This is an optimization exercise on Yosys and OpenROAD, whose aim is small area, a short achievable clock period and few clock cycles, not a production implementation. At most, simulation tests tie the RTL to the original design; equivalence was not proved. No activity file was given, so power comes from the tool's default toggle rates.

run A:
## bc_rx_engine
module bc_rx_engine (
    input  wire       clk,
    input  wire       rst,         
    input  wire       in_valid,
    output wire       in_ready,
    input  wire       in_kind,     
    input  wire [2:0] in_op,
    input  wire [7:0] in_data,
    output wire       out_valid,
    output wire [7:0] out_data,
    output wire       out_last,
    input  wire       out_ready
);
    localparam integer CAP = 97;
    localparam integer IW  = 7;             
    localparam integer QD  = 2;             
    localparam integer QW  = 1;             
    localparam [7:0] MARKER = 8'h7A;
    localparam [7:0] ESCAPE = 8'h7B;
    localparam [2:0] OP_QFLAGS  = 3'd0;
    localparam [2:0] OP_POPD    = 3'd1;
    localparam [2:0] OP_POPDT   = 3'd2;
    localparam [2:0] OP_POPF    = 3'd3;
    localparam [2:0] OP_CLRD    = 3'd4;
    localparam [2:0] OP_CLRF    = 3'd5;
    localparam [2:0] OP_CLRC    = 3'd6;
    localparam [2:0] OP_SETMODE = 3'd7;
    localparam [1:0] K_ONE = 2'd0;          
    localparam [1:0] K_DAT = 2'd1;          
    localparam [1:0] K_FMT = 2'd2;          
    localparam [1:0] E_HDR = 2'd0;
    localparam [1:0] E_LEN = 2'd1;
    localparam [1:0] E_STA = 2'd2;
    localparam [1:0] E_PAY = 2'd3;
    function [IW-1:0] ring_inc;
        input [IW-1:0] a;
        begin
            ring_inc = (a == CAP - 1) ? {IW{1'b0}} : a + 1'b1;
        end
    endfunction
    function [IW-1:0] ring_dec;
        input [IW-1:0] a;
        begin
            ring_dec = (a == 0) ? CAP - 1 : a - 1'b1;
        end
    endfunction
    function in_range;
        input [IW-1:0] x;
        input [IW-1:0] p;
        input [IW:0]   r;
        reg   [IW:0]   t;
        reg   [IW:0]   d;
        begin
            t = {1'b0, x} - {1'b0, p};
            d = t[IW] ? t + CAP : t;
            in_range = d < r;
        end
    endfunction
    reg [7:0]    ring [0:CAP-1];
    reg          w_v;
    reg [IW-1:0] w_slot;        
  ...
Size: ~3200 cells after synthesis, about 27 I/O pins, roughly 42000 sq um of cells after synthesis.
make LEC_CHECK=0 CAP_MARGIN=20 CORE_MARGIN=2 CORE_UTILIZATION=40 SLEW_MARGIN=20 finish   # period 12.0 ns
run.sh (not shown) runs the stock make flow with config.mk's settings and CLKGATE_MAP_FILE= SYNTH_SCRIPT=/design/flow/synth_recipe.tcl, a recipe that flattens the netlist after the stock synthesis.
Testbench counts of run A, summed over its fixed seeds: cycles 12,035.
diff inputs: run A => run B
--- a/flow/design.v
+++ b/flow/design.v
@@ -279,37 +279,31 @@
     reg [QD-1:0] q_val;
     reg [QW-1:0] q_wp, q_rp;
     reg          e_v;
     reg [1:0]    e_kind;
     reg [7:0]    e_byte;
     reg [IW-1:0] e_ptr;         
     reg [IW-1:0] e_cnt;         
     reg [1:0]    e_ph;
     reg          e_lc;          
     reg          e_blk;
     assign q_full = q_val[q_wp];
-    reg       o_v, s_v;
-    reg [7:0] o_d, s_d;
-    reg       o_l, s_l;
+    reg       o_v;
+    reg [7:0] o_d;
+    reg       o_l;
     assign out_valid = o_v;
     assign out_data  = o_d;
     assign out_last  = o_l;
     wire pop  = o_v && out_ready;
-    wire emit = e_v && !s_v;
-    reg  [7:0] rd_byte;
-    integer ri;
-    always @(*) begin
-        rd_byte = 8'h00;
-        for (ri = 0; ri < CAP; ri = ri + 1)
-            rd_byte = rd_byte | (ring[ri] & {8{e_ptr == ri}});
-    end
+    wire emit = e_v && (!o_v || out_ready);
+    wire [7:0] rd_byte = ring[e_ptr];
     reg  [7:0] e_data;
     reg        e_last;
     reg        e_read;
     always @(*) begin
         e_read = 1'b0;
         case (e_ph)
             E_HDR: begin
                 e_data = (e_kind == K_ONE) ? e_byte : 8'h01;
                 e_last = (e_kind == K_ONE);
             end
             E_STA: begin
@@ -322,47 +316,33 @@
                 e_read = 1'b1;
             end
             default: begin
                 e_data = rd_byte;
                 e_last = (e_cnt == 1);
                 e_read = 1'b1;
             end
         endcase
     end
     wire e_rng = e_v && (e_kind != K_ONE) && ((e_ph == E_HDR) || (e_ph == E_LEN) || (e_cnt != 0));
     always @(posedge clk) begin
-        if (rst) begin
+        if (rst)
+            o_v <= 1'b0;
+        else if (emit)
+            o_v <= 1'b1;
+        else if (pop)
             o_v <= 1'b0;
-            s_v <= 1'b0;
-        end else if (emit) begin
-            if (!o_v || pop)
-                o_v <= 1'b1;
-            else
-                s_v <= 1'b1;
-        end else if (pop) begin
-            o_v <= s_v;
-            s_v <= 1'b0;
-        end
     end
     always @(posedge clk) begin
         if (emit) begin
-            if (!o_v || pop) begin
-                o_d <= e_data;
-                o_l <= e_last;
-            end else begin
-                s_d <= e_data;
-                s_l <= e_last;
-            end
-        end else if (pop) begin
-            o_d <= s_d;
-            o_l <= s_l;
+            o_d <= e_data;
+            o_l <= e_last;
         end
     end
     wire push   = opstep && a_out;
     wire e_done = emit && e_last;
     wire e_load = !e_v || e_done;
     wire q_take = e_load && q_val[q_rp];
     reg [QD-1:0] q_blk_nx;
     integer qi;
     always @(*) begin
         for (qi = 0; qi < QD; qi = qi + 1)
             q_blk_nx[qi] = q_blk[qi] ||
## What came out
As far as DRC violation count after routing goes, run A and run B are indistinguishable; the numbers are identical.
Going from run A to run B, largest stage delay on the critical path shrinks by 0.21 ns.
Re area enclosed by the die boundary: run A and run B aren't equal, and the higher value belongs to run A.
Run B vs. run A: global-route usage over all layers lost 9.0 points, relative contribution of combinational cells to total power has increased.
Cell area after layout: run B < run A
Delta(power density over the cells, run B - run A) > 0
Compared with run A, run B shows a lower first-pass GRT wire length.
Total vias in the final route (lower): run B
Testbench counts of run B, summed over its fixed seeds: cycles 12,035.

========
bc_rx_engine, a different RTL version from the one above (not shown whole).
Size in the first run: ~2,500 cells after synthesis, roughly 1,000 flip-flops, roughly 27 I/O pins.
// bc_rx_engine
module bc_rx_engine (
    input  wire       clk,
    input  wire       rst,         
    input  wire       in_valid,
    output wire       in_ready,
    input  wire       in_kind,     
    input  wire [2:0] in_op,
    input  wire [7:0] in_data,
    output wire       out_valid,
    output wire [7:0] out_data,
    output wire       out_last,
    input  wire       out_ready
);
clock: 12.0 ns
lec_check: 0
cap_margin: 20
core_margin: 2
core_utilization: 70
cts_buf_list: sky130_fd_sc_hd__clkbuf_16
cts_cluster_diameter: 100
cts_cluster_size: 24
slew_margin: 20
standard.sh (not shown) runs the stock make flow with config.mk's settings and CLKGATE_MAP_FILE= SYNTH_SCRIPT=/design/flow/synth_recipe.tcl, a recipe that flattens the netlist after the stock synthesis.
==> flow/flow/run.sh <==
#!/bin/bash
set -euo pipefail
bash standard.sh \
  "BUFFER_PORTS_ARGS=-buffer_cell sky130_fd_sc_hd__buf_2" \
  "SETUP_SLACK_MARGIN=${FLOW_SETUP_MARGIN:-8.5}" \
  finish > standard_finish.log 2>&1
Testbench counts at the start, summed over its fixed seeds: cycles 11,545.
Change:
--- a/flow/design.v
+++ b/flow/design.v
@@ -5,24 +5,24 @@
     output wire       in_ready,
     input  wire       in_kind,     
     input  wire [2:0] in_op,
     input  wire [7:0] in_data,
     output wire       out_valid,
     output wire [7:0] out_data,
     output wire       out_last,
     input  wire       out_ready
 );
     localparam integer CAP = 97;
     localparam integer IW  = 7;             
-    localparam integer QD  = 3;             
-    localparam integer QW  = 2;             
+    localparam integer QD  = 2;             
+    localparam integer QW  = 1;             
     localparam [7:0] MARKER = 8'h7A;
     localparam [7:0] ESCAPE = 8'h7B;
     localparam [2:0] OP_QFLAGS  = 3'd0;
     localparam [2:0] OP_POPD    = 3'd1;
     localparam [2:0] OP_POPDT   = 3'd2;
     localparam [2:0] OP_POPF    = 3'd3;
     localparam [2:0] OP_CLRD    = 3'd4;
     localparam [2:0] OP_CLRF    = 3'd5;
     localparam [2:0] OP_CLRC    = 3'd6;
     localparam [2:0] OP_SETMODE = 3'd7;
     localparam [1:0] K_ONE = 2'd0;          
@@ -56,49 +56,47 @@
             in_range = d < r;
         end
     endfunction
     reg [7:0]    ring [0:CAP-1];
     reg          w_v;
     reg [IW-1:0] w_slot;        
     reg [7:0]    w_data;        
     always @(posedge clk) begin
         if (w_v)
             ring[w_slot] <= w_data;
     end
-    reg       a_v;
-    reg       b_free;           
-    wire      b_v = !b_free;
+    reg       a_v, b_v;
     reg       a_kind, b_kind;
     reg [2:0] a_op, b_op;
     reg [7:0] a_d, b_d;
     reg       a_mk;             
     reg       a_esc;            
     reg       a_st;             
     reg       a_out;            
     reg          tx_mode;
     reg          haz;           
     wire         q_full;
     wire a_block = (a_st && !tx_mode && haz) || (a_out && q_full);
     wire go      = a_v && !a_block;
     wire a_free  = !a_v || go;
-    assign in_ready = b_free;
-    wire acc = in_valid && b_free;
+    assign in_ready = !b_v;
+    wire acc = in_valid && !b_v;
     always @(posedge clk) begin
         if (rst) begin
-            a_v    <= 1'b0;
-            b_free <= 1'b1;
+            a_v <= 1'b0;
+            b_v <= 1'b0;
         end else if (a_free) begin
-            a_v    <= b_v || acc;
-            b_free <= 1'b1;
+            a_v <= b_v || acc;
+            b_v <= 1'b0;
         end else if (acc) begin
-            b_free <= 1'b0;
+            b_v <= 1'b1;
         end
     end
     wire       f_kind = b_v ? b_kind : in_kind;
     wire [2:0] f_op   = b_v ? b_op   : in_op;
     wire [7:0] f_d    = b_v ? b_d    : in_data;
     always @(posedge clk) begin
         if (!b_v) begin
             b_kind <= in_kind;
             b_op   <= in_op;
             b_d    <= in_data;
         end
Outcome: Clock-buffer cell count drops by 1. Routed wire length climbs by 2.2%. Total power drops by 5.3%. Utilization drops by 0.28 points. Cell count drops by 1.9%. Global-route usage climbs by 1.8 points. Non-clock buffer count drops by 5. Area after synthesis drops by 2.5%. Synthesized cell count drops by 2.4%. Cell area drops by 2.6%.
No functional check of the RTL was part of the second run of this note.

========
Another version of the RTL of bc_rx_engine (not shown whole).
Size: about 1,000 flip-flops, roughly 27 I/O pins.
==> flow/config.mk <==
export PLATFORM = sky130hd
export DESIGN_NAME = bc_rx_engine
export DESIGN_NICKNAME = bc_rx_engine
export VERILOG_FILES = /design/flow/design.v
export SDC_FILE = /design/flow/constraint.sdc
export NUM_CORES = 4
export LEC_CHECK = 0
export CAP_MARGIN = 20
export CORE_MARGIN = 2
export CORE_UTILIZATION = 70
export CTS_BUF_LIST = sky130_fd_sc_hd__clkbuf_16
export CTS_CLUSTER_DIAMETER = 100
export CTS_CLUSTER_SIZE = 24
export SLEW_MARGIN = 20
==> flow/constraint.sdc <==
create_clock -name core_clock -period 12.0 [get_ports {clk}]
set_input_delay 2.4000 -clock core_clock [delete_from_list [all_inputs] [get_ports {clk}]]
set_output_delay 2.4000 -clock core_clock [all_outputs]
set_load 0.01 [all_outputs]
Scripts as last shown in full above: flow/flow/run.sh
Testbench counts at the start, summed over its fixed seeds: cycles 12,035.
Rerun with:
--- a/flow/design.v
+++ b/flow/design.v
@@ -60,41 +60,39 @@
     reg          w_v;
     reg [IW-1:0] w_slot;        
     reg [7:0]    w_data;        
     always @(posedge clk) begin
         if (w_v)
             ring[w_slot] <= w_data;
     end
-    reg       a_v;
-    reg       b_free;           
-    wire      b_v = !b_free;
+    reg       a_v, b_v;
     reg       a_kind, b_kind;
     reg [2:0] a_op, b_op;
     reg [7:0] a_d, b_d;
     reg       a_mk;             
     reg       a_esc;            
     reg       a_st;             
     reg       a_out;            
     reg          tx_mode;
     reg          haz;           
     wire         q_full;
     wire a_block = (a_st && !tx_mode && haz) || (a_out && q_full);
     wire go      = a_v && !a_block;
     wire a_free  = !a_v || go;
-    assign in_ready = b_free;
-    wire acc = in_valid && b_free;
+    assign in_ready = !b_v;
+    wire acc = in_valid && !b_v;
     always @(posedge clk) begin
         if (rst) begin
-            a_v    <= 1'b0;
-            b_free <= 1'b1;
+            a_v <= 1'b0;
+            b_v <= 1'b0;
         end else if (a_free) begin
-            a_v    <= b_v || acc;
-            b_free <= 1'b1;
+            a_v <= b_v || acc;
+            b_v <= 1'b0;
         end else if (acc) begin
-            b_free <= 1'b0;
+            b_v <= 1'b1;
         end
     end
     wire       f_kind = b_v ? b_kind : in_kind;
     wire [2:0] f_op   = b_v ? b_op   : in_op;
     wire [7:0] f_d    = b_v ? b_d    : in_data;
     always @(posedge clk) begin
         if (!b_v) begin
@@ -290,16 +288,14 @@
     reg [1:0]    e_ph;
     reg          e_lc;          
     reg          e_blk;
     assign q_full = q_val[q_wp];
     reg       o_v;
     reg [7:0] o_d;
     reg       o_l;
-    reg [7:0] h_d;
-    reg       h_l;
     assign out_valid = o_v;
     assign out_data  = o_d;
     assign out_last  = o_l;
     wire pop  = o_v && out_ready;
     wire emit = e_v && (!o_v || out_ready);
     wire [7:0] rd_byte = ring[e_ptr];
     wire       e_read = e_ph[0];
@@ -320,24 +316,17 @@
             o_v <= 1'b0;
         else if (emit)
             o_v <= 1'b1;
         else if (pop)
             o_v <= 1'b0;
     end
     always @(posedge clk) begin
-        o_d <= emit ? e_data : h_d;
-        o_l <= emit ? e_last : h_l;
-    end
-    always @(posedge clk) begin
-        if (rst) begin
-            h_d <= 8'h00;
-            h_l <= 1'b0;
-        end else if (emit) begin
-            h_d <= e_data;
-            h_l <= e_last;
+        if (emit) begin
+            o_d <= e_data;
+            o_l <= e_last;
         end
     end
     wire push   = opstep && a_out;
     wire e_done = emit && e_last;
     wire e_load = !e_v || e_done;
     wire q_take = e_load && q_val[q_rp];
     reg [QD-1:0] q_blk_nx;
Area after synthesis is lower by 1.5%. Worst hold slack barely changes. Clock-buffer cell count goes up by 1. Die area falls by 1.5%. Final area decreases by 1.0%. Via count came out lower by 1.8%. Sequential cell count shrinks by 9. Utilization came out higher by 0.64 points. Global-route usage climbs by 0.82 points. Routed wire length increases by 0.48%. Clock skew stays flat. First-iteration DRC count is lower by 5.8%. Non-clock buffer count climbs by 13.
The RTL of the second run of this note was laid out without a check of its function.

========
== job 9822 ==
bc_rx_engine, a different RTL version from the one above (not shown whole).
For scale: ~27 I/O pins.
clock: 12.0 ns
lec_check: 0
cap_margin: 20
core_margin: 2
core_utilization: 40
slew_margin: 20
run.sh (not shown) runs the stock make flow with config.mk's settings and CLKGATE_MAP_FILE= SYNTH_SCRIPT=/design/flow/synth_recipe.tcl, a recipe that flattens the netlist after the stock synthesis.
Stock flow here: none of the scripts above is used.
Job 9822 | status: complete | timing, DRC, antenna: pass
Testbench counts of job 9822, summed over its fixed seeds: cycles 12,035.
For job 8384, these inputs were changed with respect to job 9822:
--- a/flow/design.v
+++ b/flow/design.v
@@ -57,64 +57,50 @@
         end
     endfunction
     reg [7:0]    ring [0:CAP-1];
     reg          w_v;
     reg [IW-1:0] w_slot;        
     reg [7:0]    w_data;        
     always @(posedge clk) begin
         if (w_v)
             ring[w_slot] <= w_data;
     end
-    reg       a_v, b_v;
-    reg       a_kind, b_kind;
-    reg [2:0] a_op, b_op;
-    reg [7:0] a_d, b_d;
+    reg       a_v;
+    reg       a_kind;
+    reg [2:0] a_op;
+    reg [7:0] a_d;
     reg       a_mk;             
     reg       a_esc;            
     reg       a_st;             
     reg       a_out;            
     reg          tx_mode;
     reg          haz;           
     wire         q_full;
-    wire a_block = (a_st && !tx_mode && haz) || (a_out && q_full);
+    wire a_block = (a_st && haz) || (a_out && q_full);
     wire go      = a_v && !a_block;
-    wire a_free  = !a_v || go;
-    assign in_ready = !b_v;
-    wire acc = in_valid && !b_v;
+    assign in_ready = !a_v || !a_block;
+    wire acc = in_valid && in_ready;
     always @(posedge clk) begin
-        if (rst) begin
+        if (rst)
             a_v <= 1'b0;
-            b_v <= 1'b0;
-        end else if (a_free) begin
-            a_v <= b_v || acc;
-            b_v <= 1'b0;
-        end else if (acc) begin
-            b_v <= 1'b1;
-        end
+        else
+            a_v <= acc || (a_v && !go);
     end
-    wire       f_kind = b_v ? b_kind : in_kind;
-    wire [2:0] f_op   = b_v ? b_op   : in_op;
-    wire [7:0] f_d    = b_v ? b_d    : in_data;
     always @(posedge clk) begin
-        if (!b_v) begin
-            b_kind <= in_kind;
-            b_op   <= in_op;
-            b_d    <= in_data;
-        end
-        if (a_free) begin
-            a_kind <= f_kind;
-            a_op   <= f_op;
-            a_d    <= f_d;
-            a_mk   <= !f_kind && (f_d == MARKER);
-            a_esc  <= !f_kind && (f_d == ESCAPE);
-            a_st   <= !f_kind && (f_d != MARKER) && (f_d != ESCAPE);
-            a_out  <= f_kind && !f_op[2];
+        if (acc) begin
+            a_kind <= in_kind;
+            a_op   <= in_op;
+            a_d    <= in_data;
+            a_mk   <= !in_kind && (in_data == MARKER);
+            a_esc  <= !in_kind && (in_data == ESCAPE);
+            a_st   <= !in_kind && (in_data != MARKER) && (in_data != ESCAPE);
+            a_out  <= in_kind && !in_op[2];
         end
     end
     reg [IW-1:0] wrn;           
     reg [IW-1:0] start;
     reg [IW-1:0] cnt;           
     reg          lr_mk;         
     reg          lr_esc;        
     reg [IW-1:0] prev_start;
     reg [IW-1:0] prev_end;
     reg [IW-1:0] prev_n;        
@@ -288,21 +274,27 @@
     reg          e_blk;
     assign q_full = q_val[q_wp];
     reg       o_v, s_v;
     reg [7:0] o_d, s_d;
     reg       o_l, s_l;
     assign out_valid = o_v;
     assign out_data  = o_d;
     assign out_last  = o_l;
     wire pop  = o_v && out_ready;
     wire emit = e_v && !s_v;
-    wire [7:0] rd_byte = ring[e_ptr];
+    reg  [7:0] rd_byte;
+    integer ri;
+    always @(*) begin
+        rd_byte = 8'h00;
+        for (ri = 0; ri < CAP; ri = ri + 1)
+            rd_byte = rd_byte | (ring[ri] & {8{e_ptr == ri}});
+    end
     reg  [7:0] e_data;
     reg        e_last;
     reg        e_read;
     always @(*) begin
         e_read = 1'b0;
         case (e_ph)
             E_HDR: begin
                 e_data = (e_kind == K_ONE) ? e_byte : 8'h01;
                 e_last = (e_kind == K_ONE);
             end
- Power density normalized to cell area for job 8384: about 2.3% up relative to job 9822
- Between job 9822 and job 8384, overall fraction of global-route tracks in use increased.
- Job 9822 consumes less power than job 8384.
- Looking at timing endpoint of the critical path, the o_d[4] result is from job 9822; the o_d[1] one comes from job 8384.
- The number of filler instances in the final layout of job 8384 is lower than that of job 9822.
- Job 9822 → job 8384: share of the yosys chip area belonging to registers now larger; synthesized cell count now larger.
- Diff job 9822 and job 8384: area added between synthesis and finish higher in job 8384
- Job 8384 vs. job 9822: clock-buffer cell count grew by 5.5%; clock share of power grew by 1.7 points.
- Compared with job 9822, job 8384 shows a lower setup slack.
- Combinational share of power: job 9822 vs job 8384, no meaningful difference
Testbench counts of job 8384, summed over its fixed seeds: cycles 12,035.

-- static timing again, ports no longer ideal --
No port has a modelled driver above. Below, the same layouts with a new extraction and two added sets of constraints.
Step 1 (the two cells are an assumption about what drives the block):
set clk [get_ports {clk}]
set_driving_cell -lib_cell sky130_fd_sc_hd__clkbuf_16 $clk
set_driving_cell -lib_cell sky130_fd_sc_hd__buf_2 [delete_from_list [all_inputs] $clk]
Step 2 moves the port delays by t, midway between the first and last clock arrival at a register: inputs arrive t later, outputs are due t later. That takes back most of the time a late clock gives input paths.
a / b / c = ideal ports / drivers / drivers and shift; a / b = the first two.
run | t, ns | slack for setup (ns) | worst data-port slew with drivers (ns)
run A | 0.742 | 7.229 / 7.229 / 7.229 | 0.03
run B | 0.733 | 7.513 / 7.513 / 7.407 | 0.08
the first run of note 2 | 0.679 | 8.462 / 8.399 / 7.925 | 0.03
the second run of note 2 | 0.698 | 8.443 / 8.376 / 7.965 | 0.03
the first run of note 3 | 0.674 | 8.438 / 8.377 / 7.938 | 0.03
the second run of note 3 | 0.692 | 8.263 / 8.201 / 7.944 | 0.04
job 9822 | 0.742 | 7.659 / 7.597 / 7.659 | 0.04
job 8384 | 0.766 | 6.522 / 6.522 / 6.522 | 0.04
After both steps every run listed still meets setup and hold. For the first run of note 2, which loses most, drivers alone change the setup slack by -0.063 ns; drivers and shift together by -0.537 ns.
